What follows belongs to an exercise in optimizing a design on an open flow for small area, a short achievable clock period and few clock cycles per item; a production flow would make more cautious choices. The RTL was checked by simulation tests, not by an equivalence proof against the original design.

## flow/design.v (module list and top-level ports; edited modules follow where they fit)
// module nbhd_sharpen: 91 lines
// module nbhd_sobel_grad: 169 lines
// module nbhd_sobel_mag: 19 lines
// module nbhd_sobel_sq: 158 lines
// module nbhd_sqrt_a: 45 lines
// module nbhd_sqrt_b: 28 lines
// module nbhd_median: 32 lines
// module nbhd_filter: 80 lines
module nbhd_filter (
    input  wire        clk,
    input  wire        rst,         
    input  wire        in_valid,
    output wire        in_ready,
    input  wire [1:0]  in_op,       
    input  wire [71:0] in_win,
    output wire        out_valid,
    output wire [7:0]  out_pix
);
  // ...
==> flow/flow/run.sh <==
#!/bin/bash
# The standard layout (standard.sh), with every input and output port
# buffered by a plain buf_1 cell instead of the buffer_ports default.
set -euo pipefail
export BUFFER_PORTS_ARGS="-buffer_cell sky130_fd_sc_hd__buf_1"
bash standard.sh > standard.log 2>&1
==> flow/standard.sh <==
#!/bin/bash
# synth_recipe.tcl (not shown) runs the flow's synth.tcl, then flattens the netlist and writes it again
# the make line also repeats each setting of config.mk as NAME=value (left out here)
make -C /OpenROAD-flow-scripts/flow DESIGN_CONFIG=/design/flow/config.mk WORK_HOME=/design/flow/orfs CLKGATE_MAP_FILE= SYNTH_SCRIPT=/design/flow/synth_recipe.tcl "${@:-finish}"
==> flow/config.mk <==
export PLATFORM = sky130hd
export DESIGN_NAME = nbhd_filter
export DESIGN_NICKNAME = nbhd_filter
export VERILOG_FILES = /design/flow/design.v
export SDC_FILE = /design/flow/constraint.sdc
export NUM_CORES = 4
export LEC_CHECK = 0
export ABC_AREA = 1
export CAP_MARGIN = 20
export CORE_MARGIN = 2
export CORE_UTILIZATION = 60
export SLEW_MARGIN = 20
==> flow/constraint.sdc <==
create_clock -name core_clock -period 35.0 [get_ports {clk}]
set_input_delay 7.0000 -clock core_clock [delete_from_list [all_inputs] [get_ports {clk}]]
set_output_delay 7.0000 -clock core_clock [all_outputs]
set_load 0.01 [all_outputs]
==> flow_summary.yaml, run 1 <==
status:
  status: "complete, no violations"
yosys:
  ys_seq_area_frac: 0.164
  ys_types: 57
  synthAdderAreaFrac: 0.281
  synth_ff_type: "dfxtp_1"
final_layout:
  fill_cells: 2513
  clock_buffers: 18
  inverters: 604
  multi_input_comb_area_um2: 11700
  layout_common_cells: "inv_1 (577), nand2_1 (489), ha_1 (153)"
  clockNetworkAreaShare: 0.0298
  syn_to_final_growth_pct: 6.68
  seq_share: 0.154
  design_area_um2: 18100
drt:
  wl_met3_um: 3030
  dr_wl_met2_um: 23300
  top_layer_used: "met5"
  wl_um: 49100
  drtIter0Drc: 1269
  wl_met1_um: 20500
sta:
  grt_setup_unrepaired: "false"
  slew_viol_final: 0
  holdWs_ns: 0.328
  min_period_ns: 7.93
worst_setup_path:
  cp.depth: 1
  cp_slowest_cell: "dfxtp_1"
  path_cells: "buf_1"
clocking:
  cts_setup_buffers: 0
global_route:
  grt_overflow: 0
  grt_max_degree: 18
  use_met1: 0.430
  met3_usage: 0.0465
placed_design:
  io_buffer_count: 85
Testbench counts, summed over its fixed seeds: cycles 24,032, items 24,000.
==> module nbhd_sobel_sq, before the edit <==
module nbhd_sobel_sq (
    input  wire [7:0]  a,
    input  wire        xs,
    input  wire [7:0]  b,
    input  wire        ys,
    input  wire        big,
    output wire [15:0] mc
);
    wire sq_0 = (a[0] & a[5]) ^ (a[1] & a[4]);
    wire sq_1 = (a[0] & a[5]) & (a[1] & a[4]);
    wire sq_2 = (a[0] & a[7]) ^ (a[1] & a[6]) ^ (a[2] & a[5]);
    wire sq_3 = ((a[0] & a[7]) & (a[1] & a[6])) | ((a[2] & a[5]) & ((a[0] & a[7]) ^ (a[1] & a[6])));
    wire sq_4 = (a[3] & a[4]) ^ a[4];
    wire sq_5 = (a[3] & a[4]) & a[4];
    wire sq_6 = (a[0] & a[3]) ^ (a[1] & a[2]) ^ a[2];
    wire sq_7 = ((a[0] & a[3]) & (a[1] & a[2])) | (a[2] & ((a[0] & a[3]) ^ (a[1] & a[2])));
    wire sq_8 = (a[0] & a[4]) ^ (a[1] & a[3]);
    wire sq_9 = (a[0] & a[4]) & (a[1] & a[3]);
    wire sq_10 = (a[2] & a[3]) ^ a[3] ^ (xs & a[5]);
    wire sq_11 = ((a[2] & a[3]) & a[3]) | ((xs & a[5]) & ((a[2] & a[3]) ^ a[3]));
    wire sq_12 = (b[0] & b[5]) ^ (b[1] & b[4]) ^ (b[2] & b[3]);
    wire sq_13 = ((b[0] & b[5]) & (b[1] & b[4])) | ((b[2] & b[3]) & ((b[0] & b[5]) ^ (b[1] & b[4])));
    wire sq_14 = (a[0] & a[6]) ^ (a[1] & a[5]) ^ (a[2] & a[4]);
    wire sq_15 = ((a[0] & a[6]) & (a[1] & a[5])) | ((a[2] & a[4]) & ((a[0] & a[6]) ^ (a[1] & a[5])));
    wire sq_16 = (xs & a[6]) ^ (b[0] & b[6]) ^ (b[1] & b[5]);
    wire sq_17 = ((xs & a[6]) & (b[0] & b[6])) | ((b[1] & b[5]) & ((xs & a[6]) ^ (b[0] & b[6])));
    wire sq_18 = (b[2] & b[4]) ^ (ys & b[6]);
    wire sq_19 = (b[2] & b[4]) & (ys & b[6]);
    wire sq_20 = (xs & a[7]) ^ (b[0] & b[7]) ^ (b[1] & b[6]);
    wire sq_21 = ((xs & a[7]) & (b[0] & b[7])) | ((b[1] & b[6]) & ((xs & a[7]) ^ (b[0] & b[7])));
    wire sq_22 = (b[2] & b[5]) ^ (b[3] & b[4]) ^ b[4];
    wire sq_23 = ((b[2] & b[5]) & (b[3] & b[4])) | (b[4] & ((b[2] & b[5]) ^ (b[3] & b[4])));
    wire sq_24 = (ys & b[7]) ^ sq_2 ^ sq_4;
    wire sq_25 = ((ys & b[7]) & sq_2) | (sq_4 & ((ys & b[7]) ^ sq_2));
    wire sq_26 = (a[1] & a[7]) ^ (a[2] & a[6]) ^ (a[3] & a[5]);
    wire sq_27 = ((a[1] & a[7]) & (a[2] & a[6])) | ((a[3] & a[5]) & ((a[1] & a[7]) ^ (a[2] & a[6])));
    wire sq_28 = (b[1] & b[7]) ^ (b[2] & b[6]) ^ (b[3] & b[5]);
    wire sq_29 = ((b[1] & b[7]) & (b[2] & b[6])) | ((b[3] & b[5]) & ((b[1] & b[7]) ^ (b[2] & b[6])));
    wire sq_30 = sq_3 ^ sq_5;
    wire sq_31 = sq_3 & sq_5;
    wire sq_32 = (a[2] & a[7]) ^ (a[3] & a[6]) ^ (a[4] & a[5]);
    wire sq_33 = ((a[2] & a[7]) & (a[3] & a[6])) | ((a[4] & a[5]) & ((a[2] & a[7]) ^ (a[3] & a[6])));
    wire sq_34 = a[5] ^ (b[2] & b[7]) ^ (b[3] & b[6]);
    wire sq_35 = (a[5] & (b[2] & b[7])) | ((b[3] & b[6]) & (a[5] ^ (b[2] & b[7])));
    wire sq_36 = (b[4] & b[5]) ^ b[5];
    wire sq_37 = (b[4] & b[5]) & b[5];
    wire sq_38 = (a[3] & a[7]) ^ (a[4] & a[6]);
    wire sq_39 = (a[3] & a[7]) & (a[4] & a[6]);
    wire sq_40 = (a[4] & a[7]) ^ (a[5] & a[6]);
    wire sq_41 = (a[4] & a[7]) & (a[5] & a[6]);
    wire sq_42 = (a[0] & a[1]) ^ a[1] ^ (xs & a[1]);
    wire sq_43 = ((a[0] & a[1]) & a[1]) | ((xs & a[1]) & ((a[0] & a[1]) ^ a[1]));
    wire sq_44 = (a[0] & a[2]) ^ (xs & a[2]);
    wire sq_45 = (a[0] & a[2]) & (xs & a[2]);
    wire sq_46 = (xs & a[3]) ^ (b[0] & b[3]) ^ (b[1] & b[2]);
    wire sq_47 = ((xs & a[3]) & (b[0] & b[3])) | ((b[1] & b[2]) & ((xs & a[3]) ^ (b[0] & b[3])));
    wire sq_48 = b[2] ^ (ys & b[3]);
    wire sq_49 = b[2] & (ys & b[3]);
    wire sq_50 = (xs & a[4]) ^ (b[0] & b[4]) ^ (b[1] & b[3]);
    wire sq_51 = ((xs & a[4]) & (b[0] & b[4])) | ((b[1] & b[3]) & ((xs & a[4]) ^ (b[0] & b[4])));
    wire sq_52 = (ys & b[4]) ^ sq_8 ^ sq_7;
    wire sq_53 = ((ys & b[4]) & sq_8) | (sq_7 & ((ys & b[4]) ^ sq_8));
    wire sq_54 = b[3] ^ (ys & b[5]) ^ sq_0;
    wire sq_55 = (b[3] & (ys & b[5])) | (sq_0 & (b[3] ^ (ys & b[5])));
    wire sq_56 = sq_10 ^ sq_12 ^ sq_9;
    wire sq_57 = (sq_10 & sq_12) | (sq_9 & (sq_10 ^ sq_12));
    wire sq_58 = sq_1 ^ sq_14 ^ sq_16;
    wire sq_59 = (sq_1 & sq_14) | (sq_16 & (sq_1 ^ sq_14));
    wire sq_60 = sq_18 ^ sq_11 ^ sq_13;
    wire sq_61 = (sq_18 & sq_11) | (sq_13 & (sq_18 ^ sq_11));
    wire sq_62 = sq_20 ^ sq_22 ^ sq_24;
    wire sq_63 = (sq_20 & sq_22) | (sq_24 & (sq_20 ^ sq_22));
    wire sq_64 = sq_15 ^ sq_17 ^ sq_19;
    wire sq_65 = (sq_15 & sq_17) | (sq_19 & (sq_15 ^ sq_17));
    wire sq_66 = sq_26 ^ sq_28 ^ sq_30;
    wire sq_67 = (sq_26 & sq_28) | (sq_30 & (sq_26 ^ sq_28));
    wire sq_68 = sq_21 ^ sq_23 ^ sq_25;
    wire sq_69 = (sq_21 & sq_23) | (sq_25 & (sq_21 ^ sq_23));
    wire sq_70 = sq_32 ^ sq_34 ^ sq_36;
    wire sq_71 = (sq_32 & sq_34) | (sq_36 & (sq_32 ^ sq_34));
    wire sq_72 = sq_27 ^ sq_29 ^ sq_31;
    wire sq_73 = (sq_27 & sq_29) | (sq_31 & (sq_27 ^ sq_29));
    wire sq_74 = (b[3] & b[7]) ^ (b[4] & b[6]) ^ sq_38;
    wire sq_75 = ((b[3] & b[7]) & (b[4] & b[6])) | (sq_38 & ((b[3] & b[7]) ^ (b[4] & b[6])));
    wire sq_76 = sq_33 ^ sq_35 ^ sq_37;
    wire sq_77 = (sq_33 & sq_35) | (sq_37 & (sq_33 ^ sq_35));
    wire sq_78 = a[6] ^ (b[4] & b[7]) ^ (b[5] & b[6]);
    wire sq_79 = (a[6] & (b[4] & b[7])) | ((b[5] & b[6]) & (a[6] ^ (b[4] & b[7])));
    wire sq_80 = b[6] ^ sq_40 ^ sq_39;
    wire sq_81 = (b[6] & sq_40) | (sq_39 & (b[6] ^ sq_40));
    wire sq_82 = (a[5] & a[7]) ^ (b[5] & b[7]);
    wire sq_83 = (a[5] & a[7]) & (b[5] & b[7]);
    wire sq_84 = (a[6] & a[7]) ^ a[7];
    wire sq_85 = (a[6] & a[7]) & a[7];
    wire sq_86 = a[0] ^ xs;
    wire sq_87 = a[0] & xs;
    wire sq_88 = (b[0] & b[1]) ^ b[1];
    wire sq_89 = (b[0] & b[1]) & b[1];
    wire sq_90 = (b[0] & b[2]) ^ (ys & b[2]) ^ sq_44;
    wire sq_91 = ((b[0] & b[2]) & (ys & b[2])) | (sq_44 & ((b[0] & b[2]) ^ (ys & b[2])));
    wire sq_92 = sq_6 ^ sq_46 ^ sq_48;
    wire sq_93 = (sq_6 & sq_46) | (sq_48 & (sq_6 ^ sq_46));
    wire sq_94 = sq_50 ^ sq_52 ^ sq_47;
    wire sq_95 = (sq_50 & sq_52) | (sq_47 & (sq_50 ^ sq_52));
    wire sq_96 = sq_54 ^ sq_56 ^ sq_51;
    wire sq_97 = (sq_54 & sq_56) | (sq_51 & (sq_54 ^ sq_56));
    wire sq_98 = sq_58 ^ sq_60 ^ sq_55;
    wire sq_99 = (sq_58 & sq_60) | (sq_55 & (sq_58 ^ sq_60));
    wire sq_100 = sq_62 ^ sq_64 ^ sq_59;
    wire sq_101 = (sq_62 & sq_64) | (sq_59 & (sq_62 ^ sq_64));
    wire sq_102 = sq_66 ^ sq_68 ^ sq_63;
    wire sq_103 = (sq_66 & sq_68) | (sq_63 & (sq_66 ^ sq_68));
    wire sq_104 = sq_70 ^ sq_72 ^ sq_67;
    wire sq_105 = (sq_70 & sq_72) | (sq_67 & (sq_70 ^ sq_72));
    wire sq_106 = sq_74 ^ sq_76 ^ sq_71;
    wire sq_107 = (sq_74 & sq_76) | (sq_71 & (sq_74 ^ sq_76));
    wire sq_108 = sq_78 ^ sq_80 ^ sq_75;
    wire sq_109 = (sq_78 & sq_80) | (sq_75 & (sq_78 ^ sq_80));
    wire sq_110 = sq_41 ^ sq_82 ^ sq_79;
    wire sq_111 = (sq_41 & sq_82) | (sq_79 & (sq_41 ^ sq_82));
    wire sq_112 = (b[6] & b[7]) ^ b[7] ^ sq_84;
    wire sq_113 = ((b[6] & b[7]) & b[7]) | (sq_84 & ((b[6] & b[7]) ^ b[7]));
    wire sq_114 = b[0] ^ ys;
    wire sq_115 = b[0] & ys;
    wire sq_116 = (xs & a[0]) ^ (ys & b[0]) ^ sq_87;
    wire sq_117 = ((xs & a[0]) & (ys & b[0])) | (sq_87 & ((xs & a[0]) ^ (ys & b[0])));
    wire sq_118 = (ys & b[1]) ^ sq_42 ^ sq_88;
    wire sq_119 = ((ys & b[1]) & sq_42) | (sq_88 & ((ys & b[1]) ^ sq_42));
    wire sq_120 = sq_43 ^ sq_90 ^ sq_89;
    wire sq_121 = (sq_43 & sq_90) | (sq_89 & (sq_43 ^ sq_90));
    wire sq_122 = sq_45 ^ sq_92 ^ sq_91;
    wire sq_123 = (sq_45 & sq_92) | (sq_91 & (sq_45 ^ sq_92));
    wire sq_124 = sq_49 ^ sq_94 ^ sq_93;
    wire sq_125 = (sq_49 & sq_94) | (sq_93 & (sq_49 ^ sq_94));
    wire sq_126 = sq_53 ^ sq_96 ^ sq_95;
    wire sq_127 = (sq_53 & sq_96) | (sq_95 & (sq_53 ^ sq_96));
    wire sq_128 = sq_57 ^ sq_98 ^ sq_97;
    wire sq_129 = (sq_57 & sq_98) | (sq_97 & (sq_57 ^ sq_98));
    wire sq_130 = sq_61 ^ sq_100 ^ sq_99;
    wire sq_131 = (sq_61 & sq_100) | (sq_99 & (sq_61 ^ sq_100));
    wire sq_132 = sq_65 ^ sq_102 ^ sq_101;
    wire sq_133 = (sq_65 & sq_102) | (sq_101 & (sq_65 ^ sq_102));
    wire sq_134 = sq_69 ^ sq_104 ^ sq_103;
    wire sq_135 = (sq_69 & sq_104) | (sq_103 & (sq_69 ^ sq_104));
    wire sq_136 = sq_73 ^ sq_106 ^ sq_105;
    wire sq_137 = (sq_73 & sq_106) | (sq_105 & (sq_73 ^ sq_106));
    wire sq_138 = sq_77 ^ sq_108 ^ sq_107;
    wire sq_139 = (sq_77 & sq_108) | (sq_107 & (sq_77 ^ sq_108));
    wire sq_140 = sq_81 ^ sq_110 ^ sq_109;
    wire sq_141 = (sq_81 & sq_110) | (sq_109 & (sq_81 ^ sq_110));
    wire sq_142 = sq_83 ^ sq_112 ^ sq_111;
    wire sq_143 = (sq_83 & sq_112) | (sq_111 & (sq_83 ^ sq_112));
    wire sq_144 = sq_85 ^ sq_113;
    wire sq_145 = sq_85 & sq_113;
    wire [16:0] m = {sq_145, sq_144, sq_142, sq_140, sq_138, sq_136, sq_134, sq_132, sq_130, sq_128, sq_126, sq_124, sq_122, sq_120, sq_118, sq_116, sq_86} + {1'b0, sq_143, sq_141, sq_139, sq_137, sq_135, sq_133, sq_131, sq_129, sq_127, sq_125, sq_123, sq_121, sq_119, sq_117, sq_115, sq_114};
    wire sat = big | m[16] | (m[15:0] >= 16'd65025);
    assign mc = sat ? 16'hfe00 : m[15:0];
endmodule
==> module nbhd_filter, before the edit <==
module nbhd_filter (
    input  wire        clk,
    input  wire        rst,         
    input  wire        in_valid,
    output wire        in_ready,
    input  wire [1:0]  in_op,       
    input  wire [71:0] in_win,
    output wire        out_valid,
    output wire [7:0]  out_pix
);
    assign in_ready = 1'b1;
    reg        s1_valid;
    reg [1:0]  s1_op;
    reg [71:0] s1_win;
    always @(posedge clk) begin
        s1_valid <= in_valid & ~rst;
        s1_op    <= in_op;
        s1_win   <= in_win;
    end
    wire [7:0]  sharpen_pix, median_pix;
    wire [10:0] sx, sy;
    wire [7:0]  ga, gb;
    wire        gxs, gys, gbig;
    nbhd_sharpen    u_sharpen (.win(s1_win), .pix(sharpen_pix));
    nbhd_median     u_median  (.win(s1_win), .pix(median_pix));
    nbhd_sobel_grad u_grad    (.win(s1_win), .sx(sx), .sy(sy));
    nbhd_sobel_mag  u_mag     (.sx(sx), .sy(sy), .a(ga), .xs(gxs), .b(gb), .ys(gys), .big(gbig));
    wire       sobel = (s1_op == 2'd1);
    reg  [7:0] s1_a;
    always @* begin
        case (s1_op)
            2'd0:    s1_a = sharpen_pix;
            2'd1:    s1_a = ga;
            2'd2:    s1_a = median_pix;
            default: s1_a = s1_win[39:32];
        endcase
    end
    reg        s2_valid;
    reg [7:0]  s2_a, s2_b;
    reg        s2_xs, s2_ys, s2_big;
    always @(posedge clk) begin
        s2_valid <= s1_valid & ~rst;
        s2_a     <= s1_a;
        s2_b     <= gb & {8{sobel}};
        s2_xs    <= gxs & sobel;
        s2_ys    <= gys & sobel;
        s2_big   <= gbig & sobel;
    end
    wire [15:0] mc;
    nbhd_sobel_sq u_sq (.a(s2_a), .xs(s2_xs), .b(s2_b), .ys(s2_ys), .big(s2_big), .mc(mc));
    reg        s3_valid;
    reg [15:0] s3_m;
    always @(posedge clk) begin
        s3_valid <= s2_valid & ~rst;
        s3_m     <= mc;
    end
    wire [6:0] rem_a;
    wire [5:0] root_a;
    nbhd_sqrt_a u_sqa (.m(s3_m), .rem(rem_a), .root(root_a));
    reg        s4_valid;
    reg [15:0] s4_m;
    reg [6:0] s4_rem;
    reg [5:0] s4_root;
    always @(posedge clk) begin
        s4_valid <= s3_valid & ~rst;
        s4_m     <= s3_m;
        s4_rem   <= rem_a;
        s4_root  <= root_a;
    end
    wire [7:0] root_pix;
    nbhd_sqrt_b u_sqb (.m(s4_m), .rem(s4_rem), .root(s4_root), .pix(root_pix));
    reg       s5_valid;
    reg [7:0] s5_pix;
    always @(posedge clk) begin
        s5_valid <= s4_valid & ~rst;
        s5_pix   <= root_pix;
    end
    assign out_valid = s5_valid;
    assign out_pix   = s5_pix;
endmodule
==> run 2: changes to the inputs <==
--- a/flow/design.v
+++ b/flow/design.v
@@ -258,6 +258,210 @@
     assign sx = sx_w;
     assign sy = sy_w;
 endmodule
+module nbhd_lin (
+    input  wire [71:0] win,
+    input  wire        sh,
+    output wire [10:0] x,
+    output wire [10:0] sy
+);
+    wire [7:0] n0 = win[7:0],   n1 = win[15:8],  n2 = win[23:16];
+    wire [7:0] n3 = win[31:24], n4 = win[39:32], n5 = win[47:40];
+    wire [7:0] n6 = win[55:48], n7 = win[63:56], n8 = win[71:64];
+    wire ls_0 = (sh ? ~n1[1] : ~n0[0]) ^ (sh ? ~n3[1] : ~n6[0]);
+    wire ls_1 = (sh ? ~n1[1] : ~n0[0]) & (sh ? ~n3[1] : ~n6[0]);
+    wire ls_2 = (sh ? ~n1[2] : ~n0[1]) ^ (sh ? ~n3[2] : ~n6[1]) ^ (sh ? ~n5[2] : n2[1]);
+    wire ls_3 = ((sh ? ~n1[2] : ~n0[1]) & (sh ? ~n3[2] : ~n6[1])) | ((sh ? ~n5[2] : n2[1]) & ((sh ? ~n1[2] : ~n0[1]) ^ (sh ? ~n3[2] : ~n6[1])));
+    wire ls_4 = (sh ? ~n1[3] : ~n0[2]) ^ (sh ? ~n3[3] : ~n6[2]);
+    wire ls_5 = (sh ? ~n1[3] : ~n0[2]) & (sh ? ~n3[3] : ~n6[2]);
+    wire ls_6 = (sh ? ~n1[4] : ~n0[3]) ^ (sh ? ~n3[4] : ~n6[3]);
+    wire ls_7 = (sh ? ~n1[4] : ~n0[3]) & (sh ? ~n3[4] : ~n6[3]);
+    wire ls_8 = (sh ? ~n1[5] : ~n0[4]) ^ (sh ? ~n3[5] : ~n6[4]);
+    wire ls_9 = (sh ? ~n1[5] : ~n0[4]) & (sh ? ~n3[5] : ~n6[4]);
+    wire ls_10 = (sh ? ~n1[6] : ~n0[5]) ^ (sh ? ~n3[6] : ~n6[5]);
+    wire ls_11 = (sh ? ~n1[6] : ~n0[5]) & (sh ? ~n3[6] : ~n6[5]);
+    wire ls_12 = (sh ? ~n1[7] : ~n0[6]) ^ (sh ? ~n3[7] : ~n6[6]);
+    wire ls_13 = (sh ? ~n1[7] : ~n0[6]) & (sh ? ~n3[7] : ~n6[6]);
+    wire ls_14 = (sh ? 1'b1 : ~n0[7]) ^ (sh ? 1'b1 : ~n6[7]);
+    wire ls_15 = (sh ? 1'b1 : ~n0[7]) & (sh ? 1'b1 : ~n6[7]);
+    wire ls_16 = 1'b1 ^ 1'b1;
+    wire ls_17 = 1'b1 & 1'b1;
+    wire ls_18 = (sh ? ~n1[0] : 1'b1) ^ (sh ? ~n3[0] : 1'b1) ^ (sh & ~n5[0]);
+    wire ls_19 = ((sh ? ~n1[0] : 1'b1) & (sh ? ~n3[0] : 1'b1)) | ((sh & ~n5[0]) & ((sh ? ~n1[0] : 1'b1) ^ (sh ? ~n3[0] : 1'b1)));
+    wire ls_20 = (sh ? ~n5[1] : n2[0]) ^ (sh ? ~n7[1] : n8[0]) ^ (sh & n4[0]);
+    wire ls_21 = ((sh ? ~n5[1] : n2[0]) & (sh ? ~n7[1] : n8[0])) | ((sh & n4[0]) & ((sh ? ~n5[1] : n2[0]) ^ (sh ? ~n7[1] : n8[0])));
+    wire ls_22 = (~sh & 1'b1) ^ ~sh;
+    wire ls_23 = (~sh & 1'b1) & ~sh;
+    wire ls_24 = (sh ? ~n7[2] : n8[1]) ^ (sh ? n4[1] : n5[0]) ^ (sh ? n4[0] : ~n3[0]);
+    wire ls_25 = ((sh ? ~n7[2] : n8[1]) & (sh ? n4[1] : n5[0])) | ((sh ? n4[0] : ~n3[0]) & ((sh ? ~n7[2] : n8[1]) ^ (sh ? n4[1] : n5[0])));
+    wire ls_26 = sh ^ ls_2 ^ ls_1;
+    wire ls_27 = (sh & ls_2) | (ls_1 & (sh ^ ls_2));
+    wire ls_28 = (sh ? ~n5[3] : n2[2]) ^ (sh ? ~n7[3] : n8[2]) ^ (sh ? n4[2] : n5[1]);
+    wire ls_29 = ((sh ? ~n5[3] : n2[2]) & (sh ? ~n7[3] : n8[2])) | ((sh ? n4[2] : n5[1]) & ((sh ? ~n5[3] : n2[2]) ^ (sh ? ~n7[3] : n8[2])));
+    wire ls_30 = (sh ? n4[1] : ~n3[1]) ^ ls_4 ^ ls_3;
+    wire ls_31 = ((sh ? n4[1] : ~n3[1]) & ls_4) | (ls_3 & ((sh ? n4[1] : ~n3[1]) ^ ls_4));
+    wire ls_32 = (sh ? ~n5[4] : n2[3]) ^ (sh ? ~n7[4] : n8[3]) ^ (sh ? n4[3] : n5[2]);
+    wire ls_33 = ((sh ? ~n5[4] : n2[3]) & (sh ? ~n7[4] : n8[3])) | ((sh ? n4[3] : n5[2]) & ((sh ? ~n5[4] : n2[3]) ^ (sh ? ~n7[4] : n8[3])));
+    wire ls_34 = (sh ? n4[2] : ~n3[2]) ^ ls_6 ^ ls_5;
+    wire ls_35 = ((sh ? n4[2] : ~n3[2]) & ls_6) | (ls_5 & ((sh ? n4[2] : ~n3[2]) ^ ls_6));
+    wire ls_36 = (sh ? ~n5[5] : n2[4]) ^ (sh ? ~n7[5] : n8[4]) ^ (sh ? n4[4] : n5[3]);
+    wire ls_37 = ((sh ? ~n5[5] : n2[4]) & (sh ? ~n7[5] : n8[4])) | ((sh ? n4[4] : n5[3]) & ((sh ? ~n5[5] : n2[4]) ^ (sh ? ~n7[5] : n8[4])));
+    wire ls_38 = (sh ? n4[3] : ~n3[3]) ^ ls_8 ^ ls_7;
+    wire ls_39 = ((sh ? n4[3] : ~n3[3]) & ls_8) | (ls_7 & ((sh ? n4[3] : ~n3[3]) ^ ls_8));
+    wire ls_40 = (sh ? ~n5[6] : n2[5]) ^ (sh ? ~n7[6] : n8[5]) ^ (sh ? n4[5] : n5[4]);
+    wire ls_41 = ((sh ? ~n5[6] : n2[5]) & (sh ? ~n7[6] : n8[5])) | ((sh ? n4[5] : n5[4]) & ((sh ? ~n5[6] : n2[5]) ^ (sh ? ~n7[6] : n8[5])));
+    wire ls_42 = (sh ? n4[4] : ~n3[4]) ^ ls_10 ^ ls_9;
+    wire ls_43 = ((sh ? n4[4] : ~n3[4]) & ls_10) | (ls_9 & ((sh ? n4[4] : ~n3[4]) ^ ls_10));
+    wire ls_44 = (sh ? ~n5[7] : n2[6]) ^ (sh ? ~n7[7] : n8[6]) ^ (sh ? n4[6] : n5[5]);
+    wire ls_45 = ((sh ? ~n5[7] : n2[6]) & (sh ? ~n7[7] : n8[6])) | ((sh ? n4[6] : n5[5]) & ((sh ? ~n5[7] : n2[6]) ^ (sh ? ~n7[7] : n8[6])));
+    wire ls_46 = (sh ? n4[5] : ~n3[5]) ^ ls_12 ^ ls_11;
+    wire ls_47 = ((sh ? n4[5] : ~n3[5]) & ls_12) | (ls_11 & ((sh ? n4[5] : ~n3[5]) ^ ls_12));
+    wire ls_48 = (sh ? 1'b1 : n2[7]) ^ (sh ? 1'b1 : n8[7]) ^ (sh ? n4[7] : n5[6]);
+    wire ls_49 = ((sh ? 1'b1 : n2[7]) & (sh ? 1'b1 : n8[7])) | ((sh ? n4[7] : n5[6]) & ((sh ? 1'b1 : n2[7]) ^ (sh ? 1'b1 : n8[7])));
+    wire ls_50 = (sh ? n4[6] : ~n3[6]) ^ ls_14 ^ ls_13;
+    wire ls_51 = ((sh ? n4[6] : ~n3[6]) & ls_14) | (ls_13 & ((sh ? n4[6] : ~n3[6]) ^ ls_14));
+    wire ls_52 = (sh & 1'b1) ^ (sh & 1'b1) ^ (~sh & n5[7]);
+    wire ls_53 = ((sh & 1'b1) & (sh & 1'b1)) | ((~sh & n5[7]) & ((sh & 1'b1) ^ (sh & 1'b1)));
+    wire ls_54 = (sh ? n4[7] : ~n3[7]) ^ ls_16 ^ ls_15;
+    wire ls_55 = ((sh ? n4[7] : ~n3[7]) & ls_16) | (ls_15 & ((sh ? n4[7] : ~n3[7]) ^ ls_16));
+    wire ls_56 = 1'b1 ^ 1'b1 ^ (sh & 1'b1);
+    wire ls_57 = (1'b1 & 1'b1) | ((sh & 1'b1) & (1'b1 ^ 1'b1));
+    wire ls_58 = (sh & 1'b1) ^ (~sh & 1'b1) ^ ls_17;
+    wire ls_59 = ((sh & 1'b1) & (~sh & 1'b1)) | (ls_17 & ((sh & 1'b1) ^ (~sh & 1'b1)));
+    wire ls_60 = 1'b1 ^ 1'b1 ^ (sh & 1'b1);
+    wire ls_61 = (1'b1 & 1'b1) | ((sh & 1'b1) & (1'b1 ^ 1'b1));
+    wire ls_62 = (sh & 1'b1) ^ (~sh & 1'b1);
+    wire ls_63 = (sh & 1'b1) & (~sh & 1'b1);
+    wire ls_64 = (sh & ~n7[0]) ^ (~sh & 1'b1);
+    wire ls_65 = (sh & ~n7[0]) & (~sh & 1'b1);
+    wire ls_66 = ls_0 ^ ls_20 ^ ls_22;
+    wire ls_67 = (ls_0 & ls_20) | (ls_22 & (ls_0 ^ ls_20));
+    wire ls_68 = ls_24 ^ ls_26 ^ ls_21;
+    wire ls_69 = (ls_24 & ls_26) | (ls_21 & (ls_24 ^ ls_26));
+    wire ls_70 = ls_28 ^ ls_30 ^ ls_25;
+    wire ls_71 = (ls_28 & ls_30) | (ls_25 & (ls_28 ^ ls_30));
+    wire ls_72 = ls_32 ^ ls_34 ^ ls_29;
+    wire ls_73 = (ls_32 & ls_34) | (ls_29 & (ls_32 ^ ls_34));
+    wire ls_74 = ls_36 ^ ls_38 ^ ls_33;
+    wire ls_75 = (ls_36 & ls_38) | (ls_33 & (ls_36 ^ ls_38));
+    wire ls_76 = ls_40 ^ ls_42 ^ ls_37;
+    wire ls_77 = (ls_40 & ls_42) | (ls_37 & (ls_40 ^ ls_42));
+    wire ls_78 = ls_44 ^ ls_46 ^ ls_41;
+    wire ls_79 = (ls_44 & ls_46) | (ls_41 & (ls_44 ^ ls_46));
+    wire ls_80 = ls_48 ^ ls_50 ^ ls_45;
+    wire ls_81 = (ls_48 & ls_50) | (ls_45 & (ls_48 ^ ls_50));
+    wire ls_82 = ls_52 ^ ls_54 ^ ls_49;
+    wire ls_83 = (ls_52 & ls_54) | (ls_49 & (ls_52 ^ ls_54));
+    wire ls_84 = ls_56 ^ ls_58 ^ ls_53;
+    wire ls_85 = (ls_56 & ls_58) | (ls_53 & (ls_56 ^ ls_58));
+    wire ls_86 = ls_60 ^ ls_62 ^ ls_57;
+    wire ls_87 = (ls_60 & ls_62) | (ls_57 & (ls_60 ^ ls_62));
+    wire ls_88 = ls_18 ^ ls_64;
+    wire ls_89 = ls_18 & ls_64;
+    wire ls_90 = ls_19 ^ ls_66 ^ ls_65;
+    wire ls_91 = (ls_19 & ls_66) | (ls_65 & (ls_19 ^ ls_66));
+    wire ls_92 = ls_23 ^ ls_68 ^ ls_67;
+    wire ls_93 = (ls_23 & ls_68) | (ls_67 & (ls_23 ^ ls_68));
+    wire ls_94 = ls_27 ^ ls_70 ^ ls_69;
+    wire ls_95 = (ls_27 & ls_70) | (ls_69 & (ls_27 ^ ls_70));
+    wire ls_96 = ls_31 ^ ls_72 ^ ls_71;
+    wire ls_97 = (ls_31 & ls_72) | (ls_71 & (ls_31 ^ ls_72));
+    wire ls_98 = ls_35 ^ ls_74 ^ ls_73;
+    wire ls_99 = (ls_35 & ls_74) | (ls_73 & (ls_35 ^ ls_74));
+    wire ls_100 = ls_39 ^ ls_76 ^ ls_75;
+    wire ls_101 = (ls_39 & ls_76) | (ls_75 & (ls_39 ^ ls_76));
+    wire ls_102 = ls_43 ^ ls_78 ^ ls_77;
+    wire ls_103 = (ls_43 & ls_78) | (ls_77 & (ls_43 ^ ls_78));
+    wire ls_104 = ls_47 ^ ls_80 ^ ls_79;
+    wire ls_105 = (ls_47 & ls_80) | (ls_79 & (ls_47 ^ ls_80));
+    wire ls_106 = ls_51 ^ ls_82 ^ ls_81;
+    wire ls_107 = (ls_51 & ls_82) | (ls_81 & (ls_51 ^ ls_82));
+    wire ls_108 = ls_55 ^ ls_84 ^ ls_83;
+    wire ls_109 = (ls_55 & ls_84) | (ls_83 & (ls_55 ^ ls_84));
+    wire ls_110 = ls_59 ^ ls_86 ^ ls_85;
+    wire ls_111 = (ls_59 & ls_86) | (ls_85 & (ls_59 ^ ls_86));
+    wire [11:0] lx = {ls_110, ls_108, ls_106, ls_104, ls_102, ls_100, ls_98, ls_96, ls_94, ls_92, ls_90, 1'b1} + {ls_109, ls_107, ls_105, ls_103, ls_101, ls_99, ls_97, ls_95, ls_93, ls_91, ls_89, ls_88};
+    wire gy_0 = n6[2] ^ n7[1];
+    wire gy_1 = n6[2] & n7[1];
+    wire gy_2 = n6[3] ^ n7[2];
+    wire gy_3 = n6[3] & n7[2];
+    wire gy_4 = n6[4] ^ n7[3];
+    wire gy_5 = n6[4] & n7[3];
+    wire gy_6 = n6[5] ^ n7[4];
+    wire gy_7 = n6[5] & n7[4];
+    wire gy_8 = n6[6] ^ n7[5];
+    wire gy_9 = n6[6] & n7[5];
+    wire gy_10 = n6[7] ^ n7[6];
+    wire gy_11 = n6[7] & n7[6];
+    wire gy_12 = n6[1] ^ n7[0] ^ n8[1];
+    wire gy_13 = (n6[1] & n7[0]) | (n8[1] & (n6[1] ^ n7[0]));
+    wire gy_14 = n0[2] ^ n1[1] ^ n2[2];
+    wire gy_15 = (n0[2] & n1[1]) | (n2[2] & (n0[2] ^ n1[1]));
+    wire gy_16 = n8[2] ^ gy_0;
+    wire gy_17 = n8[2] & gy_0;
+    wire gy_18 = n8[3] ^ gy_2 ^ gy_1;
+    wire gy_19 = (n8[3] & gy_2) | (gy_1 & (n8[3] ^ gy_2));
+    wire gy_20 = n0[3] ^ n1[2] ^ n2[3];
+    wire gy_21 = (n0[3] & n1[2]) | (n2[3] & (n0[3] ^ n1[2]));
+    wire gy_22 = n8[4] ^ gy_4 ^ gy_3;
+    wire gy_23 = (n8[4] & gy_4) | (gy_3 & (n8[4] ^ gy_4));
+    wire gy_24 = n0[4] ^ n1[3] ^ n2[4];
+    wire gy_25 = (n0[4] & n1[3]) | (n2[4] & (n0[4] ^ n1[3]));
+    wire gy_26 = n8[5] ^ gy_6 ^ gy_5;
+    wire gy_27 = (n8[5] & gy_6) | (gy_5 & (n8[5] ^ gy_6));
+    wire gy_28 = n0[5] ^ n1[4] ^ n2[5];
+    wire gy_29 = (n0[5] & n1[4]) | (n2[5] & (n0[5] ^ n1[4]));
+    wire gy_30 = n8[6] ^ gy_8 ^ gy_7;
+    wire gy_31 = (n8[6] & gy_8) | (gy_7 & (n8[6] ^ gy_8));
+    wire gy_32 = n0[6] ^ n1[5] ^ n2[6];
+    wire gy_33 = (n0[6] & n1[5]) | (n2[6] & (n0[6] ^ n1[5]));
+    wire gy_34 = n8[7] ^ gy_10 ^ gy_9;
+    wire gy_35 = (n8[7] & gy_10) | (gy_9 & (n8[7] ^ gy_10));
+    wire gy_36 = n0[7] ^ n1[6] ^ n2[7];
+    wire gy_37 = (n0[7] & n1[6]) | (n2[7] & (n0[7] ^ n1[6]));
+    wire gy_38 = n7[7] ^ gy_11;
+    wire gy_39 = n7[7] & gy_11;
+    wire gy_40 = n6[0] ^ n8[0];
+    wire gy_41 = n6[0] & n8[0];
+    wire gy_42 = n0[1] ^ n1[0] ^ n2[1];
+    wire gy_43 = (n0[1] & n1[0]) | (n2[1] & (n0[1] ^ n1[0]));
+    wire gy_44 = gy_16 ^ gy_13 ^ 1'b1;
+    wire gy_45 = (gy_16 & gy_13) | (1'b1 & (gy_16 ^ gy_13));
+    wire gy_46 = gy_18 ^ gy_17 ^ (~gy_20);
+    wire gy_47 = (gy_18 & gy_17) | ((~gy_20) & (gy_18 ^ gy_17));
+    wire gy_48 = gy_22 ^ gy_19 ^ (~gy_24);
+    wire gy_49 = (gy_22 & gy_19) | ((~gy_24) & (gy_22 ^ gy_19));
+    wire gy_50 = gy_26 ^ gy_23 ^ (~gy_28);
+    wire gy_51 = (gy_26 & gy_23) | ((~gy_28) & (gy_26 ^ gy_23));
+    wire gy_52 = gy_30 ^ gy_27 ^ (~gy_32);
+    wire gy_53 = (gy_30 & gy_27) | ((~gy_32) & (gy_30 ^ gy_27));
+    wire gy_54 = gy_34 ^ gy_31 ^ (~gy_36);
+    wire gy_55 = (gy_34 & gy_31) | ((~gy_36) & (gy_34 ^ gy_31));
+    wire gy_56 = gy_38 ^ gy_35 ^ (~n1[7]);
+    wire gy_57 = (gy_38 & gy_35) | ((~n1[7]) & (gy_38 ^ gy_35));
+    wire gy_58 = n0[0] ^ n2[0];
+    wire gy_59 = ~(n0[0] | n2[0]);
+    wire gy_60 = gy_12 ^ gy_41 ^ (~gy_42);
+    wire gy_61 = (gy_12 & gy_41) | ((~gy_42) & (gy_12 ^ gy_41));
+    wire gy_62 = gy_14 ^ gy_43 ^ (~gy_44);
+    wire gy_63 = (gy_14 & gy_43) | ((~gy_44) & (gy_14 ^ gy_43));
+    wire gy_64 = gy_46 ^ gy_45 ^ (~gy_15);
+    wire gy_65 = (gy_46 & gy_45) | ((~gy_15) & (gy_46 ^ gy_45));
+    wire gy_66 = gy_48 ^ gy_47 ^ (~gy_21);
+    wire gy_67 = (gy_48 & gy_47) | ((~gy_21) & (gy_48 ^ gy_47));
+    wire gy_68 = gy_50 ^ gy_49 ^ (~gy_25);
+    wire gy_69 = (gy_50 & gy_49) | ((~gy_25) & (gy_50 ^ gy_49));
+    wire gy_70 = gy_52 ^ gy_51 ^ (~gy_29);
+    wire gy_71 = (gy_52 & gy_51) | ((~gy_29) & (gy_52 ^ gy_51));
+    wire gy_72 = gy_54 ^ gy_53 ^ (~gy_33);
+    wire gy_73 = (gy_54 & gy_53) | ((~gy_33) & (gy_54 ^ gy_53));
+    wire gy_74 = gy_56 ^ gy_55 ^ (~gy_37);
+    wire gy_75 = (gy_56 & gy_55) | ((~gy_37) & (gy_56 ^ gy_55));
+    wire gy_76 = gy_39 ^ gy_57;
+    wire gy_77 = gy_39 & gy_57;
+    wire [10:0] sy_w = {1'b1, gy_76, gy_74, gy_72, gy_70, gy_68, gy_66, gy_64, ~gy_62, gy_60, gy_40} + {gy_77, gy_75, gy_73, gy_71, gy_69, gy_67, gy_65, ~gy_63, gy_61, gy_59, gy_58};
+    assign x  = (sh & lx[11]) ? 11'd0 : lx[11:1];
+    assign sy = sy_w;
+endmodule
 module nbhd_sobel_mag (
     input  wire [10:0] sx,
     input  wire [10:0] sy,
@@ -283,7 +487,8 @@
     input  wire [7:0]  b,
     input  wire        ys,
     input  wire        big,
-    output wire [15:0] mc
+    output wire [15:0] mc,
+    output wire        ov
 );
     wire sq_0 = (a[0] & a[5]) ^ (a[1] & a[4]);
     wire sq_1 = (a[0] & a[5]) & (a[1] & a[4]);
@@ -432,8 +637,8 @@
     wire sq_144 = sq_85 ^ sq_113;
     wire sq_145 = sq_85 & sq_113;
     wire [16:0] m = {sq_145, sq_144, sq_142, sq_140, sq_138, sq_136, sq_134, sq_132, sq_130, sq_128, sq_126, sq_124, sq_122, sq_120, sq_118, sq_116, sq_86} + {1'b0, sq_143, sq_141, sq_139, sq_137, sq_135, sq_133, sq_131, sq_129, sq_127, sq_125, sq_123, sq_121, sq_119, sq_117, sq_115, sq_114};
-    wire sat = big | m[16] | (m[15:0] >= 16'd65025);
-    assign mc = sat ? 16'hfe00 : m[15:0];
+    assign ov = big | m[16];
+    assign mc = m[15:0];
 endmodule
 module nbhd_sqrt_a (
     input  wire [15:0] m,
@@ -554,47 +759,48 @@
     reg        s1_valid;
     reg [1:0]  s1_op;
     reg [71:0] s1_win;
+    reg        s1_sh;
     always @(posedge clk) begin
         s1_valid <= in_valid & ~rst;
         s1_op    <= in_op;
+        s1_sh    <= (in_op == 2'd0);    
         s1_win   <= in_win;
     end
     wire [7:0]  sharpen_pix, median_pix;
     wire [10:0] sx, sy;
-    wire [7:0]  ga, gb;
-    wire        gxs, gys, gbig;
-    nbhd_sharpen    u_sharpen (.win(s1_win), .pix(sharpen_pix));
-    nbhd_median     u_median  (.win(s1_win), .pix(median_pix));
-    nbhd_sobel_grad u_grad    (.win(s1_win), .sx(sx), .sy(sy));
-    nbhd_sobel_mag  u_mag     (.sx(sx), .sy(sy), .a(ga), .xs(gxs), .b(gb), .ys(gys), .big(gbig));
-    wire       sobel = (s1_op == 2'd1);
-    reg  [7:0] s1_a;
+    wire [10:0] lin_x;
+    nbhd_lin         u_lin     (.win(s1_win), .sh(s1_sh), .x(lin_x), .sy(sy));
+    nbhd_median      u_median  (.win(s1_win), .pix(median_pix));
+    wire        sobel = (s1_op == 2'd1);
+    reg  [10:0] s1_x;
     always @* begin
         case (s1_op)
-            2'd0:    s1_a = sharpen_pix;
-            2'd1:    s1_a = ga;
-            2'd2:    s1_a = median_pix;
-            default: s1_a = s1_win[39:32];
+            2'd0:    s1_x = lin_x;
+            2'd1:    s1_x = lin_x;
+            2'd2:    s1_x = {3'd0, median_pix};
+            default: s1_x = {3'd0, s1_win[39:32]};
         endcase
     end
     reg        s2_valid;
-    reg [7:0]  s2_a, s2_b;
-    reg        s2_xs, s2_ys, s2_big;
+    reg [10:0] s2_x, s2_y;
     always @(posedge clk) begin
         s2_valid <= s1_valid & ~rst;
-        s2_a     <= s1_a;
-        s2_b     <= gb & {8{sobel}};
-        s2_xs    <= gxs & sobel;
-        s2_ys    <= gys & sobel;
-        s2_big   <= gbig & sobel;
+        s2_x     <= s1_x;
+        s2_y     <= sy & {11{sobel}};
     end
+    wire [7:0]  ga, gb;
+    wire        gxs, gys, gbig;
+    nbhd_sobel_mag u_mag (.sx(s2_x), .sy(s2_y), .a(ga), .xs(gxs), .b(gb), .ys(gys), .big(gbig));
     wire [15:0] mc;
-    nbhd_sobel_sq u_sq (.a(s2_a), .xs(s2_xs), .b(s2_b), .ys(s2_ys), .big(s2_big), .mc(mc));
+    wire        ov;
+    nbhd_sobel_sq  u_sq  (.a(ga), .xs(gxs), .b(gb), .ys(gys), .big(gbig), .mc(mc), .ov(ov));
     reg        s3_valid;
     reg [15:0] s3_m;
+    reg        s3_ov;
     always @(posedge clk) begin
         s3_valid <= s2_valid & ~rst;
         s3_m     <= mc;
+        s3_ov    <= ov;
     end
     wire [6:0] rem_a;
     wire [5:0] root_a;
@@ -603,11 +809,13 @@
     reg [15:0] s4_m;
     reg [6:0] s4_rem;
     reg [5:0] s4_root;
+    reg        s4_sat;
     always @(posedge clk) begin
         s4_valid <= s3_valid & ~rst;
         s4_m     <= s3_m;
         s4_rem   <= rem_a;
         s4_root  <= root_a;
+        s4_sat   <= s3_ov | (s3_m >= 16'd65025);    
     end
     wire [7:0] root_pix;
     nbhd_sqrt_b u_sqb (.m(s4_m), .rem(s4_rem), .root(s4_root), .pix(root_pix));
@@ -615,7 +823,7 @@
     reg [7:0] s5_pix;
     always @(posedge clk) begin
         s5_valid <= s4_valid & ~rst;
-        s5_pix   <= root_pix;
+        s5_pix   <= root_pix | {8{s4_sat}};
     end
     assign out_valid = s5_valid;
     assign out_pix   = s5_pix;
--- a/flow/config.mk
+++ b/flow/config.mk
@@ -9,4 +9,6 @@
 export CAP_MARGIN = 20
 export CORE_MARGIN = 2
 export CORE_UTILIZATION = 60
+export CTS_CLUSTER_DIAMETER = 80
+export CTS_CLUSTER_SIZE = 30
 export SLEW_MARGIN = 20
==> flow_summary.yaml, run 2 <==
final_layout:
  fin_nets: 2783
  regMostFlops: "s1_win"
  diodes: 0
  layout_commonest_cell: "nand2_1"
  syn_to_final_growth_pct: 7.03
  largest_register_ffs: 72
  top_regs: "s1_win: 72 flops, s3_m: 16 flops"
  layout_common_cells: "nand2_1 (523), inv_1 (494), o21ai_0 (157)"
  layout-drive-gt1-share: 0.0521
  fill_cells: 2531
worst_setup_path:
  path_max_fanout: 1
  worstSetupEndpointType: "output pin"
  start_kind: "flip-flop"
  max_stage_delay_ns: 0.32
  arrival_ns: 0.90
  path_cells: "buf_1"
  cp.required_ns: 28.00
  cp_slowest_cell: "dfxtp_1"
  path_buf_inv: 1
  path_class: "flip-flop to output pin"
  crit_family: "flip-flops"
yosys:
  synth_top_family_by_area: "adder cells"
  synth_top_area_frac: 0.178
  synth.most_common_cell: "nand2_1"
  yosys_warnings: 2
  synth_mux_area_frac: 0.000614
  synthXorXnorAreaFrac: 0.0263
  synth_edf_count: 0
  syn_avg_cell_area_um2: 6.86
  syn_area_um2: 16300
  synth_compound_area_frac: 0.169
  synthArstFlopShare: 0
  synth-seq-cells: 145
  ys_types: 59
  synth_fp_nets: 2718
  synth_top_area_cell: "dfxtp_1"
  synth_simple_gate_area_frac: 0.231
  ys_top_cells_by_area: "dfxtp_1 (18%), fa_1 (14%), nand2_1 (12%)"
  ys_seq_area_frac: 0.178
  synth_ff_type: "dfxtp_1"
  synthCells: 2378
  synth.top_cells.by_count: "nand2_1 (523), inv_1 (494), o21ai_0 (157)"
  synthAdderAreaFrac: 0.261
clocking:
  root_buffer: "clkbuf_16"
  post_cts_resized: 0
  numCtsBuffers: 17
  cts_tree: "yes"
  clkSinkCount: 145
  clkTransAtPathRegs_ns: 0.07
  cts_hold_buf: 0
  htree_levels: 4
  cts_setup_buffers: 0
  clock_path_buffers: 2
  clock_latency_ns: 0.44
floorplan:
  rows: 60
  initial_core_util: 0.608
  num_io_pins: 87
  dieWidth_um: 169
  core_region_area_um2: 26800
  die_y_um: 169
  die_area_um2: 28500
global_route:
  antenna_found_initial: 0
  grt_pass1_vias: 15112
  grt_pass1_wl_um: 77900
  grt_overflow: 0
  grt_usage: 0.352
  grt_max_degree: 44
drt:
  ant_nets: 0
  post_drt_wl_per_cell_um: 17.6
  first_pass_iters: 6
  num_vias: 15611
  drt-vias-per-instance: 5.58
  route.detailed.drc: 0
  drtIter0Drc: 1198
  wl_um: 49100
flow_run:
  maxCapViolations: 0
sta:
  clock.fmax_mhz: 127
  tightest_slew_ns: 0.843
  holdWs_ns: 0.350
  post-route-period-util: 0.226
  slew_viol_final: 0
  hold_viol: 0
  setup_violations: 0
  fin_skew_ns: 0.0192
  tns_ns: 0
  relSlewSlack: 0.432
  min_period_ns: 7.90
  grt_setup_unrepaired: "false"
worst_hold_path:
  hold_path.class: "flip-flop to flip-flop"
placed_design:
  hpwl_um: 39600
  routabilityCongestion: 1.09
  io_buffer_count: 85
status:
  status: "complete, no violations"
## run 2: changes by cell type after synthesis, sizes merged, moves of 7 or more
| cell | previous run | this run |
|---|---|---|
| nand2 | 513 | 554 |
| inv | 593 | 519 |
| xor2 | 66 | 33 |
| nor2 | 113 | 122 |
| o21ai | 162 | 194 |
| fa | 137 | 116 |
| clkinv | 11 | 4 |
| o211ai | 39 | 30 |
## run 2: area by class of cell
cell class	count	area, um2	share of cell area
clock inverter	15	168	0.00961
sequential	145	2900	0.166
tap	341	427	0.0245
clock buffer	17	425	0.0244
multi-input combinational	1668	11200	0.643
inverter	523	1960	0.113
timing repair buffer	88	342	0.0196
## run 2: worst paths after layout
| path | from | end | slack (ns) | cells past startpoint |
|---|---|---|---|---|
| min | s3_m[0]$_DFF_P_ | s4_m[0]$_DFF_P_ | 0.35 | 0 |
| min reg2reg | s3_m[0]$_DFF_P_ | s4_m[0]$_DFF_P_ | 0.35 | 0 |
| max reg2reg | s1_win[64]$_DFF_P_ | s2_x[6]$_DFF_P_ | 27.59 | 47 |
| max | s5_valid$_DFF_P_ | out_valid | 27.10 | 1 |
## run 2: routing by layer
metal  share of wire  global-route usage  wire length, um
met5               0                   0                0
met4           0.052               0.170             2550
met3           0.070              0.0496             3420
met2            0.49               0.625            23900
met1            0.39               0.420            19300
## run 2: logic make-up (layout without fill, tap and decap cells)
group | after synthesis | in the layout
AO/OA/AOI/OAI | 476 | 476
XOR/XNOR | 49 | 49
adder cells (fa/ha/maj) | 272 | 272
buffers and inverters | 565 | 643
flip-flops | 145 | 145
multiplexers | 1 | 1
other | 2 | 2
AND/OR/NAND/NOR | 868 | 868
## run 2: stage by stage
| step | cells | utilization | setup WS [ns] | area (um2) |
|---|---|---|---|---|
| floorplan | 2378 | - | 27.67 | 16300 |
| global placement | 2765 | 0.629 | 27.57 | 16900 |
| detailed placement | 2765 | 0.629 | 27.55 | 16900 |
| CTS | 2797 | 0.651 | 27.07 | 17400 |
| global route | 2797 | 0.651 | 26.89 | 17400 |
| finish | 2797 | 0.651 | 27.10 | 17400 |
Testbench counts of run 2, summed over its fixed seeds: cycles 24,032, items 24,000.
==> run 3: changes to the inputs <==
--- a/flow/config.mk
+++ b/flow/config.mk
@@ -9,6 +9,4 @@
 export CAP_MARGIN = 20
 export CORE_MARGIN = 2
 export CORE_UTILIZATION = 60
-export CTS_CLUSTER_DIAMETER = 80
-export CTS_CLUSTER_SIZE = 30
 export SLEW_MARGIN = 20
==> flow_summary.yaml, run 3 <==
final_layout:
  diodes: 0
  multi_input_comb_area_um2: 11200
  top_regs: "s1_win: 72 flops, s3_m: 16 flops"
  layout-drive-gt1-share: 0.0521
  regMostFlops: "s1_win"
  design_area_um2: 17400
  layout_commonest_cell: "nand2_1"
  fin_nets: 2783
  final_cells: 2797
  largest_register_ffs: 72
  layout_common_cells: "nand2_1 (523), inv_1 (494), o21ai_0 (157)"
  fill_cells: 2531
  seq_area_um2: 2900
  post-route-util: 0.651
  syn_to_final_growth_pct: 7.03
worst_setup_path:
  path_max_fanout: 1
  arrival_ns: 0.90
  cp_slowest_cell: "dfxtp_1"
  cp.required_ns: 28.00
  worstSetupEndpointType: "output pin"
  start_kind: "flip-flop"
  path_buf_inv: 1
  crit_family: "flip-flops"
  path_class: "flip-flop to output pin"
  path_cells: "buf_1"
  max_stage_delay_ns: 0.32
global_route:
  grt_max_degree: 44
  met3_usage: 0.0496
  grt_util_met2: 0.625
  use_met1: 0.420
  grt_pass1_wl_um: 77900
  grt_overflow: 0
  grt_usage: 0.352
  grt_pass1_vias: 15112
  top_usage_layer: "met2"
  antenna_found_initial: 0
drt:
  num_vias: 15611
  first_pass_iters: 6
  wl_um: 49100
  drt-vias-per-instance: 5.58
  route.detailed.drc: 0
  post_drt_wl_per_cell_um: 17.6
  drtIter0Drc: 1198
  ant_nets: 0
sta:
  grt_setup_unrepaired: "false"
  hold_viol: 0
  fin_skew_ns: 0.0192
  slew_viol_final: 0
  clock.fmax_mhz: 127
  tns_ns: 0
  setup_violations: 0
  tightest_slew_ns: 0.843
  fin_ws_ns: 27.10
  relSlewSlack: 0.432
  min_period_ns: 7.90
  post-route-period-util: 0.226
floorplan:
  dieWidth_um: 169
  initial_core_util: 0.608
  core_region_area_um2: 26800
  die_area_um2: 28500
  num_io_pins: 87
  rows: 60
  die_y_um: 169
yosys:
  yosys_warnings: 2
  synth.most_common_cell: "nand2_1"
  synth_edf_count: 0
  ys_top_cells_by_area: "dfxtp_1 (18%), fa_1 (14%), nand2_1 (12%)"
  synth_top_area_frac: 0.178
  synth.top_cells.by_count: "nand2_1 (523), inv_1 (494), o21ai_0 (157)"
  syn_area_um2: 16300
  ys_seq_area_frac: 0.178
  synthArstFlopShare: 0
  synth-seq-cells: 145
  synth_top_area_cell: "dfxtp_1"
  synthCells: 2378
  syn_avg_cell_area_um2: 6.86
  synth_ff_type: "dfxtp_1"
  ys_types: 59
  synth_fp_nets: 2718
placed_design:
  hpwl_um: 39600
  post-place-ws_ns: 27.55
  routabilityCongestion: 1.09
  dp_cells: 2765
  io_buffer_count: 85
  place_area_um2: 16900
clocking:
  cts_hold_buf: 0
  clkTransAtPathRegs_ns: 0.07
  clkSinkCount: 145
  clock_path_buffers: 2
  htree_levels: 4
  root_buffer: "clkbuf_16"
  numCtsBuffers: 17
  clock_latency_ns: 0.44
  cts_setup_buffers: 0
  post_cts_resized: 0
  cts_tree: "yes"
flow_run:
  maxCapViolations: 0
status:
  status: "complete, no violations"
worst_hold_path:
  hold_path.class: "flip-flop to flip-flop"
[run 3: per-stage QoR]
stage / hold WS [ns]
finish: 0.350
global route: 0.357
CTS: 0.352
detailed placement: 0.354
global placement: 0.358
floorplan: 0.331
[run 3: area by class of cell]
type	instances	share of cell area
well taps	341	0.0245
clock buffers	17	0.0244
flip-flops and latches	145	0.166
multi-input cells	1668	0.643
repair buffers	88	0.0196
clock inverters	15	0.00961
inverters	523	0.113
[run 3: kinds of logic after synthesis]
group,after synthesis,share of synthesized area
XOR/XNOR,49,0.0263
adder cells (fa/ha/maj),272,0.261
AND/OR/NAND/NOR,868,0.231
AO/OA/AOI/OAI,476,0.169
other,2,0.000461
multiplexers,1,0.000614
flip-flops,145,0.178
buffers and inverters,565,0.134
[run 3: worst paths after layout]
check                          start               to  slack, ns  cells after the start
setup / recovery    s5_valid$_DFF_P_        out_valid      27.10                      1
hold / removal       s3_m[0]$_DFF_P_  s4_m[0]$_DFF_P_       0.35                      0
setup reg to reg  s1_win[64]$_DFF_P_  s2_x[6]$_DFF_P_      27.59                     47
hold reg to reg      s3_m[0]$_DFF_P_  s4_m[0]$_DFF_P_       0.35                      0
[run 3: layer usage]
metal,wire length [um],vias up
li1,-,7636
met1,19300,7237
met2,23900,598
met3,3420,140
met4,2550,0
met5,0,-
==> run 4: changes to the inputs <==
--- a/flow/config.mk
+++ b/flow/config.mk
@@ -9,4 +9,5 @@
 export CAP_MARGIN = 20
 export CORE_MARGIN = 2
 export CORE_UTILIZATION = 60
+export CTS_BUF_LIST = sky130_fd_sc_hd__clkbuf_8
 export SLEW_MARGIN = 20
==> flow_summary.yaml, run 4 <==
status:
  status: "complete, no violations"
worst_setup_path:
  path_buf_inv: 1
  path_cells: "buf_1"
  reg2reg_slack_ns: 27.54
  arrival_ns: 0.95
  path_class: "flip-flop to output pin"
  cp.required_ns: 28.00
  worstSetupEndpointType: "output pin"
  path_max_fanout: 1
  crit_family: "flip-flops"
  max_stage_delay_ns: 0.33
  cp_slowest_cell: "dfxtp_1"
  start_kind: "flip-flop"
yosys:
  syn_avg_cell_area_um2: 6.86
  synth_fp_nets: 2718
  synth.top_cells.by_count: "nand2_1 (523), inv_1 (494), o21ai_0 (157)"
  yosys_warnings: 2
  ys_types: 59
  synth_top_area_cell: "dfxtp_1"
  synthArstFlopShare: 0
  syn_area_um2: 16300
  ys_top_cells_by_area: "dfxtp_1 (18%), fa_1 (14%), nand2_1 (12%)"
  ys_seq_area_frac: 0.178
  synth-seq-cells: 145
  synth.most_common_cell: "nand2_1"
  synth_top_area_frac: 0.178
  synth_edf_count: 0
  synth_ff_type: "dfxtp_1"
  synthCells: 2378
final_layout:
  fin_nets: 2783
  fill_cells: 2558
  layout_common_cells: "nand2_1 (523), inv_1 (494), o21ai_0 (157)"
  regMostFlops: "s1_win"
  layout_commonest_cell: "nand2_1"
  syn_to_final_growth_pct: 5.86
  largest_register_ffs: 72
  diodes: 0
  layout-drive-gt1-share: 0.0521
  top_regs: "s1_win: 72 flops, s3_m: 16 flops"
  final_cells: 2797
floorplan:
  die_y_um: 169
  num_io_pins: 87
  dieWidth_um: 169
  rows: 60
  die_area_um2: 28500
  core_region_area_um2: 26800
  initial_core_util: 0.608
placed_design:
  dp_cells: 2765
  routabilityCongestion: 1.09
  io_buffer_count: 85
  hpwl_um: 39600
clocking:
  cts_hold_buf: 0
  post_cts_resized: 0
  clock_latency_ns: 0.49
  cts_tree: "yes"
  numCtsBuffers: 17
  clkSinkCount: 145
  root_buffer: "clkbuf_8"
  clock_path_buffers: 2
  htree_levels: 4
  cts_setup_buffers: 0
  clkTransAtPathRegs_ns: 0.11
sta:
  relSlewSlack: 0.396
  setup_violations: 0
  min_period_ns: 7.95
  fin_skew_ns: 0.0306
  tns_ns: 0
  post-route-period-util: 0.227
  clock.fmax_mhz: 126
  grt_setup_unrepaired: "false"
  tightest_slew_ns: 0.897
  slew_viol_final: 0
  hold_viol: 0
global_route:
  grt_pass1_wl_um: 77400
  antenna_found_initial: 0
  grt_usage: 0.349
  grt_pass1_vias: 15099
  grt_max_degree: 44
  grt_overflow: 0
drt:
  ant_nets: 0
  route.detailed.drc: 0
  post_drt_wl_per_cell_um: 17.5
  wl_um: 48900
  first_pass_iters: 6
  num_vias: 15529
  drt-vias-per-instance: 5.55
  drtIter0Drc: 1248
flow_run:
  maxCapViolations: 0
worst_hold_path:
  hold_path.class: "flip-flop to flip-flop"
## run 4: cell count changes in the layout (fill, tap and decap cells not counted)
cell	change
clkbuf_16	-17
clkbuf_8	+17
## run 4: layer usage
layer,global-route usage,vias up,wire length [um]
met3,0.0421,142,3100
met2,0.619,579,23600
met5,0,-,0
met4,0.171,0,2640
met1,0.420,7170,19600
li1,-,7638,-
## run 4: cell type report
class                   instances  area [um2]  area share
clock inverters                15         168     0.00972
inverters                     523        1960       0.114
flip-flops and latches        145        2900       0.168
multi-input cells            1668       11200       0.650
repair buffers                 88         342      0.0198
well taps                     341         427      0.0247
clock buffers                  17         234      0.0136
## run 4: final timing paths
kind                                    startpoint               to  depth (start not counted)
worst max-delay path             s5_pix[0]$_DFF_P_       out_pix[0]                          1
worst min-delay path               s3_m[0]$_DFF_P_  s4_m[0]$_DFF_P_                          0
worst max register to register  s1_win[57]$_DFF_P_  s2_x[6]$_DFF_P_                         45
worst min register to register     s3_m[0]$_DFF_P_  s4_m[0]$_DFF_P_                          0
## run 4: logic make-up after synthesis
group / count (synthesis) / synth area share
buf+inv: 565 / 0.134
fa+ha+maj: 272 / 0.261
mux: 1 / 0.000614
xor+xnor: 49 / 0.0263
flops: 145 / 0.178
other cells: 2 / 0.000461
simple gates: 868 / 0.231
compound gates: 476 / 0.169
## run 4: per-stage QoR
step	utilization	instance area, um2	hold WS, ns	setup slack [ns]
floorplan	-	16300	0.331	27.67
CTS	0.644	17300	0.349	27.02
finish	0.644	17300	0.356	27.05
detailed placement	0.629	16900	0.354	27.55
global route	0.644	17300	0.356	26.89
global placement	0.629	16900	0.358	27.57
==> run 5: changes to the inputs <==
==> flow/flow/run.sh (replaced) <==
#!/bin/bash
# The standard layout (standard.sh), with every input and output port
# buffered by a plain buf_1 cell instead of the buffer_ports default, and
# clock tree synthesis without dummy loads.
set -euo pipefail
export BUFFER_PORTS_ARGS="-buffer_cell sky130_fd_sc_hd__buf_1"
export CTS_ARGS="-sink_clustering_enable -repair_clock_nets -dont_use_dummy_load"
bash standard.sh > standard.log 2>&1
--- a/flow/config.mk
+++ b/flow/config.mk
@@ -9,5 +9,4 @@
 export CAP_MARGIN = 20
 export CORE_MARGIN = 2
 export CORE_UTILIZATION = 60
-export CTS_BUF_LIST = sky130_fd_sc_hd__clkbuf_8
 export SLEW_MARGIN = 20
==> flow_summary.yaml, run 5 <==
status:
  status: "complete, no violations"
yosys:
  syn_area_um2: 16300
  synth.top_cells.by_count: "nand2_1 (523), inv_1 (494), o21ai_0 (157)"
  yosys_warnings: 2
  synth_ff_type: "dfxtp_1"
  ys_seq_area_frac: 0.178
  syn_avg_cell_area_um2: 6.86
  synthCells: 2378
  synth_edf_count: 0
  synth-seq-cells: 145
  ys_top_cells_by_area: "dfxtp_1 (18%), fa_1 (14%), nand2_1 (12%)"
  synth_fp_nets: 2718
  synthArstFlopShare: 0
  ys_types: 59
  synth.most_common_cell: "nand2_1"
  synth_top_area_cell: "dfxtp_1"
  synth_top_area_frac: 0.178
sta:
  relSlewSlack: 0.373
  fin_skew_ns: 0.0227
  tns_ns: 0
  min_period_ns: 7.90
  slew_viol_final: 0
  tightest_slew_ns: 0.930
  grt_setup_unrepaired: "false"
  hold_viol: 0
  post-route-period-util: 0.226
  clock.fmax_mhz: 127
  setup_violations: 0
clocking:
  clkTransAtPathRegs_ns: 0.07
  clock_latency_ns: 0.43
  root_buffer: "clkbuf_16"
  htree_levels: 4
  cts_setup_buffers: 0
  cts_hold_buf: 0
  post_cts_resized: 0
  clock_path_buffers: 2
  clkSinkCount: 145
  numCtsBuffers: 17
  cts_tree: "yes"
drt:
  first_pass_iters: 6
  wl_um: 49100
  drt-vias-per-instance: 5.58
  ant_nets: 0
  drtIter0Drc: 1207
  post_drt_wl_per_cell_um: 17.6
  route.detailed.drc: 0
  num_vias: 15515
worst_setup_path:
  cp.depth: 1
  arrival_ns: 0.90
  worstSetupEndpointType: "output pin"
  rr_worst_depth: 47
  crit_family: "flip-flops"
  path_class: "flip-flop to output pin"
  path_buf_inv: 1
  max_stage_delay_ns: 0.32
  cp.required_ns: 28.00
  start_kind: "flip-flop"
  path_cells: "buf_1"
  path_max_fanout: 1
  cp_slowest_cell: "dfxtp_1"
final_layout:
  seq_area_um2: 2900
  diodes: 0
  syn_to_final_growth_pct: 6.00
  layout-drive-gt1-share: 0.0463
  largest_register_ffs: 72
  top_regs: "s1_win: 72 flops, s3_m: 16 flops"
  fin_nets: 2783
  regMostFlops: "s1_win"
  multi_input_comb_area_um2: 11200
  layout_common_cells: "nand2_1 (523), inv_1 (494), o21ai_0 (157)"
  final_cells: 2782
  layout_commonest_cell: "nand2_1"
  fill_cells: 2556
global_route:
  grt_max_degree: 44
  grt_pass1_vias: 15080
  antenna_found_initial: 0
  grt_pass1_wl_um: 77700
  grt_usage: 0.351
  grt_overflow: 0
placed_design:
  dp_cells: 2765
  io_buffer_count: 85
  hpwl_um: 39600
  routabilityCongestion: 1.09
floorplan:
  die_area_um2: 28500
  dieWidth_um: 169
  die_y_um: 169
  rows: 60
  num_io_pins: 87
  core_region_area_um2: 26800
  initial_core_util: 0.608
worst_hold_path:
  hold_depth: 0
  hold_path.class: "flip-flop to flip-flop"
flow_run:
  maxCapViolations: 0
==> run 5: layout make-up <==
class	count	area share
Clock buffer	17	0.0246
Tap cell	341	0.0247
Sequential cell	145	0.168
Timing Repair Buffer	88	0.0198
Multi-Input combinational cell	1668	0.649
Inverter	523	0.114
==> run 5: worst paths after layout <==
kind                            from               to  slack [ns]
hold / removal       s3_m[0]$_DFF_P_  s4_m[0]$_DFF_P_        0.34
setup / recovery   s5_pix[0]$_DFF_P_       out_pix[0]       27.10
setup reg to reg  s1_win[64]$_DFF_P_  s2_x[4]$_DFF_P_       27.62
hold reg to reg      s3_m[0]$_DFF_P_  s4_m[0]$_DFF_P_        0.34
==> run 5: logic make-up (layout without fill, tap and decap cells) <==
logic type	after synthesis	after routing	share of synthesized area
compound gates	476	476	0.169
xor+xnor	49	49	0.0263
fa+ha+maj	272	272	0.261
buf+inv	565	628	0.134
flops	145	145	0.178
mux	1	1	0.000614
other cells	2	2	0.000461
simple gates	868	868	0.231
==> run 5: per-layer routing <==
metal  wire length [um]  vias up  GRT usage
li1                   -     7622          -
met1              19400     7156      0.420
met2              23800      602      0.620
met3               3230      135     0.0456
met4               2620        0      0.176
met5                  0        -          0
==> run 5: metrics by stage <==
step / instance area, um2 / hold WS, ns / setup slack (ns) / util
detailed placement: 16900 / 0.354 / 27.55 / 0.629
floorplan: 16300 / 0.331 / 27.67 / -
global route: 17300 / 0.343 / 26.91 / 0.645
finish: 17300 / 0.336 / 27.10 / 0.645
global placement: 16900 / 0.358 / 27.57 / 0.629
CTS: 17300 / 0.336 / 27.09 / 0.645

separate check: timing with driven ports:
No port has a modelled driver above. Below, the same layouts with a new extraction and two added sets of constraints. Step 1: set_driving_cell puts a clkbuf_16 on clk and a buf_2 on each other input, an assumption about the parent block. Step 2 adds t to the input delays and takes it off the output delays; t is the mean of the earliest and latest rising clock arrival at the registers after step 1. Input paths then give back, and output paths get back, about the clock's delay inside the block. a / b / c = no drivers / after step 1 / after step 2; a / b = the first two.
run	t, ns	setup slack, ns	worst setup path at the end	worst data-port slew with drivers (ns)
run 1	0.500	27.065 / 27.010 / 27.510	register to output	0.04
run 2	0.490	27.095 / 27.040 / 27.530	register to output	0.04
run 3	0.490	27.095 / 27.040 / 27.530	register to output	0.04
run 4	0.522	27.046 / 26.997 / 27.520	register to output	0.04
run 5	0.473	27.101 / 27.047 / 27.519	register to output	0.04
After both steps every run listed still meets setup and hold.
